From an optimization exercise on the open Yosys and OpenROAD flow, aimed at small area, a short achievable clock period and few clock cycles; shortcuts taken in it are not production practice.
For this run, only the layout was checked, not whether the RTL still works.

[flow/config.mk]
export PLATFORM = sky130hd
export DESIGN_NAME = novahash_core
export DESIGN_NICKNAME = novahash_core
export VERILOG_FILES = /design/flow/design.v
export SDC_FILE = /design/flow/constraint.sdc
export NUM_CORES = 8
export LEC_CHECK = 0
export CAP_MARGIN = 20
export CORE_MARGIN = 2
export CORE_UTILIZATION = 30
export GPL_ROUTABILITY_DRIVEN = 1
export SLEW_MARGIN = 20
[flow/run.sh]
#!/bin/bash
# synth_recipe.tcl (not shown) runs the flow's synth.tcl, then flattens the netlist and writes it again
# the make line also repeats each setting of config.mk as NAME=value (left out here)
make -C /OpenROAD-flow-scripts/flow DESIGN_CONFIG=/design/flow/config.mk WORK_HOME=/design/flow/orfs CLKGATE_MAP_FILE= SYNTH_SCRIPT=/design/flow/synth_recipe.tcl finish
[flow/constraint.sdc]
create_clock -name core_clock -period 12.0 [get_ports {clk}]
set_input_delay 2.4000 -clock core_clock [delete_from_list [all_inputs] [get_ports {clk}]]
set_output_delay 2.4000 -clock core_clock [all_outputs]
set_load 0.01 [all_outputs]
[flow/design.v]
module novahash_core (
    input  wire        clk,
    input  wire        rst,
    input  wire        cmd_valid,
    input  wire [31:0] cmd_data,
    output reg         resp_valid,
    output reg  [3:0]  resp_code,
    input  wire [5:0]  rd_addr,
    output reg  [31:0] rd_data
);
    localparam [31:0] P1  = 32'h9E3779B1;
    localparam [31:0] P2  = 32'h85EBCA77;
    localparam [31:0] IV0 = 32'h243F6A88;
    localparam [31:0] IV1 = 32'hB7E15162;
    localparam [31:0] IV2 = 32'h9E3779B9;
    localparam [31:0] IV3 = 32'h6A09E667;
    localparam [3:0] R_OK      = 4'd0;
    localparam [3:0] R_INVLEN  = 4'd1;
    localparam [3:0] R_EMPTY   = 4'd2;
    localparam [3:0] R_ILLEGAL = 4'd3;
    localparam [3:0] R_SEQ     = 4'd4;
    localparam [3:0] R_OVF     = 4'd5;
    localparam [1:0] PH_IDLE   = 2'd0;
    localparam [1:0] PH_ABSORB = 2'd1;
    localparam [1:0] PH_DONE   = 2'd2;
    localparam [2:0] S_READY = 3'd0;    
    localparam [2:0] S_HFIN  = 3'd1;    
    localparam [2:0] S_MAT   = 3'd2;    
    localparam [2:0] S_SLA   = 3'd3;    
    localparam [2:0] S_SLB   = 3'd4;    
    localparam [2:0] S_WDIV  = 3'd5;    
    function [7:0] hexch;
        input [3:0] v;
        hexch = (v < 4'd10) ? {4'h3, v} : (8'h57 + {4'h0, v});
    endfunction
    function [2:0] lz8;         
        input [7:0] x;
        lz8 = x[7] ? 3'd0 : x[6] ? 3'd1 : x[5] ? 3'd2 : x[4] ? 3'd3 :
              x[3] ? 3'd4 : x[2] ? 3'd5 : x[1] ? 3'd6 : 3'd7;
    endfunction
    function [3:0] pop8;
        input [7:0] x;
        pop8 = {3'd0, x[0]} + {3'd0, x[1]} + {3'd0, x[2]} + {3'd0, x[3]} +
               {3'd0, x[4]} + {3'd0, x[5]} + {3'd0, x[6]} + {3'd0, x[7]};
    endfunction
    function [7:0] digch;
        input [31:0] base;
        input [5:0]  ci;
        reg   [31:0] w;
        reg   [3:0]  n;
        begin
            w = base + {26'd0, ci[5:3], 3'b000};
            n = w[31 - 4*ci[2:0] -: 4];
            digch = hexch(n);
        end
    endfunction
    reg [31:0]  h0, h1, h2, h3;
    reg [31:0]  cnt;
    reg [2:0]   m7;
    reg [1:0]   phase;
    reg [6:0]   len;
    reg [511:0] abuf;           
    reg [511:0] bbuf;
    reg [6:0]   alen, blen;
    reg         a_dig;          
    reg [31:0]  ca;
    reg [9:0]   minlen, nmatch;
    reg [13:0]  score;
    reg         cvalid;
    reg [3:0]   resp;
    reg [4:0]   errs;
    reg         a_nz, b_nz;     
    reg [8:0]   za, zb;         
    reg [9:0]   macc;           
    reg         inc_ok;
    reg [2:0]   state;
    reg         mat_b;          
    reg [5:0]   mi;             
    reg [9:0]   sp;             
    reg [9:0]   sm;             
    reg         sabit;
    reg [9:0]   dm, dn;
    reg [13:0]  dq;
    reg [9:0]   drem;
    reg [2:0]   dcnt;
    reg         ddone;
    wire [3:0]  op  = cmd_data[31:28];
    wire [27:0] arg = cmd_data[27:0];
    wire [7:0]  cbyte = cmd_data[7:0];
    reg legal;
    always @(*) begin
        case (op)
            4'h1: legal = (arg[27:8]  == 20'd0);
            4'h2: legal = (arg[27:21] == 7'd0);
            4'h3: legal = (arg == 28'd0);
            4'h4: legal = (arg == 28'd0);
            4'h5: legal = (arg[27:8]  == 20'd0);
            4'h6: legal = (arg[27:8]  == 20'd0);
            4'h7: legal = (arg[27:1]  == 27'd0);
            4'h8: legal = (arg == 28'd0);
            4'h9: legal = (arg == 28'd0);
            default: legal = 1'b0;
        endcase
    end
    wire len_ok = (cbyte >= 8'd8) && (cbyte <= 8'd64) && (cbyte[2:0] == 3'd0);
    reg [3:0] code;
    always @(*) begin
        code = R_OK;
        if (!legal)
            code = R_ILLEGAL;
        else begin
            case (op)
                4'h1: if (!len_ok) code = R_INVLEN;
                4'h2: if (phase != PH_ABSORB) code = R_SEQ;
                4'h3: if (phase != PH_ABSORB) code = R_SEQ;
                4'h5: if (alen == 7'd64) code = R_OVF;
                4'h6: if (blen == 7'd64) code = R_OVF;
                4'h7: if (phase != PH_DONE) code = R_SEQ;
                4'h8: if (alen == 7'd0 || blen == 7'd0) code = R_EMPTY;
                default: ;
            endcase
        end
    end
    wire ok  = (code == R_OK);
    wire acc = cmd_valid && (state == S_READY);
    wire [20:0] cp  = cmd_data[20:0];
    wire [31:0] pos = cnt + 32'd1;
    wire [2:0]  sh  = (m7 == 3'd6) ? 3'd0 : m7 + 3'd1;
    wire [31:0] cp32 = {11'd0, cp};
    wire [7:0]  rot  = (sh == 3'd0) ? cp[7:0]
                                    : ((cp32 << sh) | (cp32 >> (4'd8 - {1'b0, sh}))) & 32'hFF;
    reg [31:0] h_seg, h_nxt;
    always @(*) begin
        case (cnt[1:0])
            2'd0: begin h_seg = h0; h_nxt = h1; end
            2'd1: begin h_seg = h1; h_nxt = h2; end
            2'd2: begin h_seg = h2; h_nxt = h3; end
            default: begin h_seg = h3; h_nxt = h0; end
        endcase
    end
    wire        fin   = (state == S_HFIN);
    wire [31:0] m1in  = fin ? h0 : {24'd0, rot};
    wire [31:0] m2in  = fin ? h1 : (h_nxt + pos);
    wire [31:0] m1    = m1in * P1;
    wire [31:0] m2    = m2in * P2;
    wire [31:0] t1    = (fin ? h2 : h_seg) + m1;
    wire [31:0] t3    = t1 ^ m2;
    wire [31:0] h_new = {t3[2:0], t3[31:3]};
    wire [31:0] h3fin = h3 + m2;
    wire [31:0] a0 = h0 + h2 + P1;
    wire [31:0] a1 = h1 + h3 + P2;
    wire [31:0] cdig = h0 ^ h1 ^ h2 ^ h3;    
    wire [9:0] la  = a_nz ? ({alen, 3'b000} - {1'b0, za}) : 10'd1;
    wire [9:0] lb  = b_nz ? ({blen, 3'b000} - {1'b0, zb}) : 10'd1;
    wire [9:0] nmin = (la < lb) ? la : lb;
    wire       zcase = !a_nz || !b_nz;
    wire [9:0] meff = zcase ? {9'd0, (a_nz == b_nz)} : macc;
    wire [9:0] p0   = b_nz ? ({blen, 3'b000} - {1'b0, zb}) : 10'd0;
    wire [9:0] q    = {1'b0, za} + p0;
    wire [5:0] ci0  = q[8:3];
    wire [5:0] ci1  = q[8:3] + 6'd1;
    wire [31:0] gbase = (state == S_MAT && mat_b) ? cdig : ca;
    wire [7:0]  gch0  = digch(gbase, (state == S_MAT) ? mi : ci0);
    wire [7:0]  gch1  = digch(ca, ci1);
    wire [15:0] win16 = {gch0, gch1};
    wire [7:0]  win   = win16[15 - q[2:0] -: 8];
    wire [2:0]  blz   = lz8(cbyte);
    wire [7:0]  bnorm = b_nz ? cbyte : (cbyte << blz);
    reg  [7:0]  bmask;
    integer i;
    always @(*) begin
        for (i = 0; i < 8; i = i + 1)
            bmask[7-i] = ((p0 + i) < la) && (b_nz || (i < 8 - blz));
    end
    wire [3:0]  bcnt  = pop8(~(win ^ bnorm) & bmask);
    wire [22:0] dx    = meff * 14'd10000;
    wire        dload = (meff != dm) || (nmin != dn);
    wire [10:0] r1    = {drem, dq[13]};
    wire        g1    = r1 >= {1'b0, dn};
    wire [9:0]  r1n   = g1 ? (r1 - {1'b0, dn}) : r1[9:0];
    wire [10:0] r2    = {r1n, dq[12]};
    wire        g2    = r2 >= {1'b0, dn};
    wire [9:0]  r2n   = g2 ? (r2 - {1'b0, dn}) : r2[9:0];
    wire        dready = ddone && !dload;
    wire [9:0] sqa = {1'b0, za} + sp;
    wire [9:0] sqb = {1'b0, zb} + sp;
    wire       slow = (state == S_SLA) || (state == S_SLB);
    wire [5:0] iaddr = (state == S_SLA) ? {2'b10, sqa[8:5]} : {2'b11, sqb[8:5]};
    wire [5:0] raddr = slow ? iaddr : rd_addr;
    wire       sbit  = rd_data[31 - ((state == S_SLA) ? sqa[4:0] : sqb[4:0])];
    wire       wr_a  = (acc && ok && op == 4'h5) || (state == S_MAT && !mat_b);
    wire       wr_b  = (acc && ok && op == 4'h6) || (state == S_MAT && mat_b);
    wire [5:0] wa_i  = (state == S_MAT) ? mi : alen[5:0];
    wire [5:0] wb_i  = (state == S_MAT) ? mi : blen[5:0];
    wire [7:0] wdat  = (state == S_MAT) ? gch0 : cbyte;
    integer j;
    always @(posedge clk) begin
        for (j = 0; j < 64; j = j + 1) begin
            if (wr_a && wa_i == j) abuf[511 - 8*j -: 8] <= wdat;
            if (wr_b && wb_i == j) bbuf[511 - 8*j -: 8] <= wdat;
        end
    end
    always @(posedge clk) begin
        if (rst) begin
            h0 <= 32'd0; h1 <= 32'd0; h2 <= 32'd0; h3 <= 32'd0;
            cnt <= 32'd0; m7 <= 3'd0; phase <= PH_IDLE; len <= 7'd0;
            alen <= 7'd0; blen <= 7'd0; a_dig <= 1'b0; ca <= 32'd0;
            minlen <= 10'd0; nmatch <= 10'd0; score <= 14'd0; cvalid <= 1'b0;
            resp <= R_OK; errs <= 5'd0;
            a_nz <= 1'b0; b_nz <= 1'b0; za <= 9'd0; zb <= 9'd0;
            macc <= 10'd0; inc_ok <= 1'b1;
            state <= S_READY; mat_b <= 1'b0; mi <= 6'd0;
            sp <= 10'd0; sm <= 10'd0; sabit <= 1'b0;
            dm <= 10'd0; dn <= 10'd0; dq <= 14'd0; drem <= 10'd0;
            dcnt <= 3'd0; ddone <= 1'b0;
            resp_valid <= 1'b0; resp_code <= 4'd0;
        end else begin
            resp_valid <= 1'b0;
            if (dload) begin
                dm    <= meff;
                dn    <= nmin;
                drem  <= {1'b0, dx[22:14]};
                dq    <= dx[13:0];
                dcnt  <= 3'd0;
                ddone <= 1'b0;
            end else if (!ddone) begin
                drem <= r2n;
                dq   <= {dq[11:0], g1, g2};
                dcnt <= dcnt + 3'd1;
                if (dcnt == 3'd6) ddone <= 1'b1;
            end
            case (state)
            S_READY: begin
                if (cmd_valid) begin
                    if (ok) begin
                        case (op)
                        4'h1: begin  
                            h0 <= IV0; h1 <= IV1; h2 <= IV2; h3 <= IV3;
                            cnt <= 32'd0; m7 <= 3'd0; len <= cbyte[6:0];
                            phase <= PH_ABSORB;
                        end
                        4'h2: begin  
                            case (cnt[1:0])
                                2'd0: h0 <= h_new;
                                2'd1: h1 <= h_new;
                                2'd2: h2 <= h_new;
                                default: h3 <= h_new;
                            endcase
                            cnt <= pos;
                            m7  <= sh;
                        end
                        4'h3: begin  
                            h0 <= a0; h1 <= a1;
                        end
                        4'h4: begin  
                            alen <= 7'd0; blen <= 7'd0; a_dig <= 1'b0;
                            a_nz <= 1'b0; b_nz <= 1'b0;
                            macc <= 10'd0; inc_ok <= 1'b1;
                        end
                        4'h5: begin  
                            alen <= alen + 7'd1;
                            if (!a_nz && cbyte != 8'd0) begin
                                a_nz <= 1'b1;
                                za   <= {alen[5:0], blz};
                            end
                            if (b_nz && (a_nz || cbyte != 8'd0)) inc_ok <= 1'b0;
                        end
                        4'h6: begin  
                            blen <= blen + 7'd1;
                            if (!b_nz && cbyte != 8'd0) begin
                                b_nz <= 1'b1;
                                zb   <= {blen[5:0], blz};
                            end
                            if (a_nz && (b_nz || cbyte != 8'd0)) begin
                                if (a_dig) macc <= macc + {6'd0, bcnt};
                                else       inc_ok <= 1'b0;
                            end
                        end
                        4'h7: begin  
                            if (cmd_data[0]) begin
                                blen <= len; b_nz <= 1'b1;
                                zb <= (cdig[31:28] >= 4'd10) ? 9'd1 : 9'd2;
                            end else begin
                                alen <= len; a_nz <= 1'b1; a_dig <= 1'b1; ca <= cdig;
                                za <= (cdig[31:28] >= 4'd10) ? 9'd1 : 9'd2;
                            end
                            if (cmd_data[0] ? a_nz : b_nz) inc_ok <= 1'b0;
                            else begin macc <= 10'd0; inc_ok <= 1'b1; end
                        end
                        4'h9: errs <= 5'd0;  
                        default: ;
                        endcase
                        if (op == 4'h4 || op == 4'h5 || op == 4'h6 || op == 4'h7) begin
                            minlen <= 10'd0; nmatch <= 10'd0; score <= 14'd0; cvalid <= 1'b0;
                        end
                    end
                    if (ok && op == 4'h3) begin
                        state <= S_HFIN;
                    end else if (ok && op == 4'h5 && a_dig) begin
                        state <= S_MAT; mat_b <= 1'b0; mi <= 6'd0;
                    end else if (ok && op == 4'h7 && cmd_data[0]) begin
                        state <= S_MAT; mat_b <= 1'b1; mi <= 6'd0;
                    end else if (ok && op == 4'h8 && !(dready && (inc_ok || zcase))) begin
                        if (!inc_ok && !zcase) begin
                            state <= S_SLA; sp <= 10'd0; sm <= 10'd0;
                        end else
                            state <= S_WDIV;
                    end else begin
                        resp_valid <= 1'b1;
                        resp_code  <= code;
                        resp       <= code;
                        if (!ok)
                            errs[code[2:0] - 3'd1] <= 1'b1;
                        if (ok && op == 4'h8) begin
                            minlen <= dn; nmatch <= dm; score <= dq; cvalid <= 1'b1;
                        end
                    end
                end
            end
            S_HFIN: begin
                h2 <= t1;
                h3 <= h3fin;
                phase <= PH_DONE;
                state <= S_READY;
                resp_valid <= 1'b1; resp_code <= R_OK; resp <= R_OK;
            end
            S_MAT: begin
                mi <= mi + 6'd1;
                if ({1'b0, mi} + 7'd1 == (mat_b ? blen : alen - 7'd1)) begin
                    if (!mat_b) a_dig <= 1'b0;
                    state <= S_READY;
                    resp_valid <= 1'b1; resp_code <= R_OK; resp <= R_OK;
                end
            end
            S_SLA: begin
                sabit <= sbit;
                state <= S_SLB;
            end
            S_SLB: begin
                if (sp + 10'd1 == nmin) begin
                    macc   <= sm + {9'd0, sabit == sbit};
                    inc_ok <= 1'b1;
                    state  <= S_WDIV;
                end else begin
                    sm <= sm + {9'd0, sabit == sbit};
                    sp <= sp + 10'd1;
                    state <= S_SLA;
                end
            end
            S_WDIV: begin
                if (dready) begin
                    minlen <= dn; nmatch <= dm; score <= dq; cvalid <= 1'b1;
                    state <= S_READY;
                    resp_valid <= 1'b1; resp_code <= R_OK; resp <= R_OK;
                end
            end
            default: state <= S_READY;
            endcase
        end
    end
    wire [2:0]  dk    = raddr[2:0];
    wire [31:0] dword = ((phase == PH_DONE) && ({1'b0, dk} < len[6:3])) ?
                        (cdig + {26'd0, dk, 3'b000}) : 32'd0;
    wire [31:0] aw_dig = {digch(ca, {raddr[3:0], 2'd0}), digch(ca, {raddr[3:0], 2'd1}),
                          digch(ca, {raddr[3:0], 2'd2}), digch(ca, {raddr[3:0], 2'd3})};
    wire [31:0] aw_st  = abuf[511 - 32*raddr[3:0] -: 32];
    wire [31:0] bw_st  = bbuf[511 - 32*raddr[3:0] -: 32];
    wire [6:0]  bidx   = {1'b0, raddr[3:0], 2'd0};
    wire [6:0]  xlen   = raddr[4] ? blen : alen;
    wire [31:0] xw     = raddr[4] ? bw_st : (a_dig ? aw_dig : aw_st);
    wire [31:0] xmask  = {{8{bidx < xlen}}, {8{bidx + 7'd1 < xlen}},
                          {8{bidx + 7'd2 < xlen}}, {8{bidx + 7'd3 < xlen}}};
    always @(*) begin
        rd_data = 32'd0;
        if (raddr[5])
            rd_data = xw & xmask;
        else begin
            case (raddr[4:0])
                5'h00: rd_data = {19'd0, errs, resp, 1'b0, cvalid, phase};
                5'h01: rd_data = {25'd0, len};
                5'h02: rd_data = cnt;
                5'h03: rd_data = {29'd0, m7};
                5'h04: rd_data = h0;
                5'h05: rd_data = h1;
                5'h06: rd_data = h2;
                5'h07: rd_data = h3;
                5'h08, 5'h09, 5'h0A, 5'h0B, 5'h0C, 5'h0D, 5'h0E, 5'h0F:
                       rd_data = dword;
                5'h10: rd_data = {25'd0, alen};
                5'h11: rd_data = {25'd0, blen};
                5'h12: rd_data = {22'd0, minlen};
                5'h13: rd_data = {22'd0, nmatch};
                5'h14: rd_data = {18'd0, score};
                default: rd_data = 32'd0;
            endcase
        end
    end
endmodule
==> flow_summary.ini <==
[status]
status = no timing/DRC/antenna violations

[sta]
layout_setup_ws_ns = 0.490
max_freq_mhz = 86.9
finalSetupTns_ns = 0
period_needed_ns = 11.51
finalHoldViolCount = 0
relSlewSlack_pct = 14.7
period_share_pct = 95.9
rsz0062_at_grt = true
worst_pin_slew_ns = 1.27
drv_slew = 0
skew_ns = 0.0901
holdWs_ns = 0.470
finalSetupViolCount = 0

[floorplan]
die_w_um = 598
rows = 218
io_pins = 78
core-area_um2 = 352000
die_h_um = 598
fp.dieArea_um2 = 357000
start_util_pct = 30.1

[clock_tree]
cts_tree = done
ctsHoldBuffers = 0
clk_pin_slew_worst_paths_ns = 0.06
htree_levels = 4
ctsLongestPathBuffers = 3
cts_buffers = 155
cts-root-buf = clkbuf_16
cts_sinks = 1397
clkLatencyLatePin_ns = 0.89

[setup_path]
critPathKind = flop to flop
crit_path_start_kind = flop
crit_start = cnt[0]$_SDFFE_PP0P_
path_delay_family = adder cells
slowest_stage = or4b_2
crit_buf_inv = 7
worstPathArrival_ns = 12.24
critPathMaxStageDelay_ns = 0.63
crit_path_end_kind = flop
worst_r2r_startpoint = cnt[0]$_SDFFE_PP0P_
worstPathRequired_ns = 12.73
crit_top_cell = fa_1
crit_fanout = 8

[placed_design]
pre_cts_slack_ns = 0.0694
gp_congestion = 1.02
port_buffers = 76
place_inst = 15200
place_hpwl_um = 303000

[yosys]
ys_seq_area_share_pct = 36.1
async_flop_share_pct = 0
ys_seq_elements = 1397
yosysWarningCount = 1
synth_flop_cell = edfxtp_1
syn-num-nets = 11900
synth_edf_count = 1024
synth_area_um2 = 106000
synth.distinct_cells = 116
synthCells = 10500
post_synth.cell_area_avg_um2 = 10.1

[drt]
drtAntennaViolNets = 0
drt_iter0_markers = 10600
vias = 86200
dr.pass1.iters = 9
drc = 0
via_per_inst = 5.57
wl_um = 400000
wl_per_cell_um = 25.8

[final_layout]
stdcell_count = 15500
drive_gt1_share_pct = 11.3
areaGrowthSynthToFinish_pct = 13.9
fin_nets = 12100
postLayoutCoreUtil_pct = 34.3

[global_routing]
grt_pass1_wl_um = 575000
track_usage_pct = 21.7
antenna_found_initial = 10
grt_pass1_vias = 81600
overflow = 0
grt_max_degree = 129

[run]
drv_cap = 0

[min_path]
hold_path_class = flop to flop
min_from = drem[9]$_SDFFE_PP0N_
-- area by class of cell --
cell class / count / area [um2]
Inverter: 1097 / 4130
Clock buffer: 199 / 4110
Antenna cell: 8 / 20.0
Fill cell: 35600 / 231000
Timing Repair Buffer: 641 / 5260
Tap cell: 4620 / 5780
Sequential cell: 1397 / 38200
Clock inverter: 80 / 990
Multi-Input combinational cell: 7451 / 62000
-- worst paths after layout --
check	cells past startpoint	slack, ns	to
max reg2reg	42	0.49	h3[30]$_SDFFE_PP0P_
min reg2reg	2	0.47	drem[9]$_SDFFE_PP0N_
min	2	0.47	drem[9]$_SDFFE_PP0N_
max	42	0.49	h3[30]$_SDFFE_PP0P_
-- placed cells by master, fill, tap and decap left out, drive strengths merged, types with 473 or more instances in the layout --
| cell | count |
|---|---|
| xnor2 | 473 |
| a21oi | 549 |
| edfxtp | 1024 |
| nor2 | 770 |
| nand2 | 787 |
| buf | 567 |
| fa | 505 |
| o21ai | 506 |
| ha | 846 |
| inv | 1092 |
-- metal layers --
metal	wire [um]	GRT usage, %	part of all wire [%]	vias up
met4	27400	12.4	6.9	6
met3	37400	4.30	9.4	966
li1	-	-	-	38400
met5	38	0	0.0095	-
met2	170000	32.5	42	4376
met1	165000	29.2	41	42500
-- worst reg2reg max path, delay by kind of cell, from the launching register on --
kind / cells / cell delay (ns)
AOI/OAI and AO/OA: 14 / 3.19
xor gates and xnor gates: 2 / 0.31
adders and majority gates: 12 / 5.06
buffers and inverters: 7 / 0.84
DFF: 1 / 0.33
muxes: 1 / 0.14
and+or+nand+nor: 6 / 1.56
-- cell families (layout without fill, tap and decap cells) --
family	after synthesis	in the layout	synth area share [%]
flops	1397	1397	36.1
mux	445	445	6.12
fa+ha+maj	1352	1352	19.6
compound gates	2409	2409	15.4
simple gates	2600	2600	11.5
other cells	1	9	0.00354
xor+xnor	644	644	5.36
buf+inv	1630	2017	5.93
-- sequential cells by signal (all words and copies together) (netlist names), 32 cells and up --
name and cells:
h2 32, cnt 32, abuf 512, h0 32, h3 32, ca 32, h1 32, bbuf 512
-- metrics by stage --
step / cell area (um2)
2_1_floorplan: 106000
3_3_place_gp: 115000
3_5_place_dp: 115000
4_1_cts: 120000
5_1_grt: 121000
6_report: 121000
-- synth_stat cells (all sizes together), types with 87 or more instances --
library cell,n,area (um2)
o21ai,506,2530
ha,846,10600
nand3,214,1080
buf,122,613
mux4,155,3490
nand2,787,2960
inv,1091,4100
dfxtp,373,7470
a31oi,89,557
nor2,770,2890
xnor2,473,4150
a21oi,549,2750
o21a,87,653
edfxtp,1024,30700
mux2i,227,2270
fa,505,10100
a211oi,139,1040
a21o,128,961
clkbuf,411,1550
and3,108,676
xor2,169,1480
nor3,205,1050
-- timing repair --
action                     in CTS  in global routing
gates resized for setup         0                 62
buffers inserted                0                  6
hold endpoints to repair        0                  0
setup endpoints to repair       0                 15

re-timing with driven ports:
Ports are ideal in the flow. The routed layout listed here was re-timed in OpenROAD. Step 1, drivers: a clkbuf_16 drives clk and a buf_2 each remaining input, both assumed. Step 2 moves the port delays by t, midway between the first and last clock arrival at a register: inputs arrive t later, outputs are due t later. That takes back most of the time a late clock gives input paths. Three values: ideal, step 1, step 2; two values: the first two.
t (ns): 0.949
slack for setup (ns): 0.490 / 0.475 / -0.281
worst setup path at the end: input to register
clock arrival spread, ns: 0.090 / 0.091
slew at the worst register clock pin (ns): 0.07 / 0.07
Met with ideal ports but missed after step 2: setup timing in this run. The setup slack of this run moves by -0.015 ns with the drivers and by -0.771 ns with both steps.
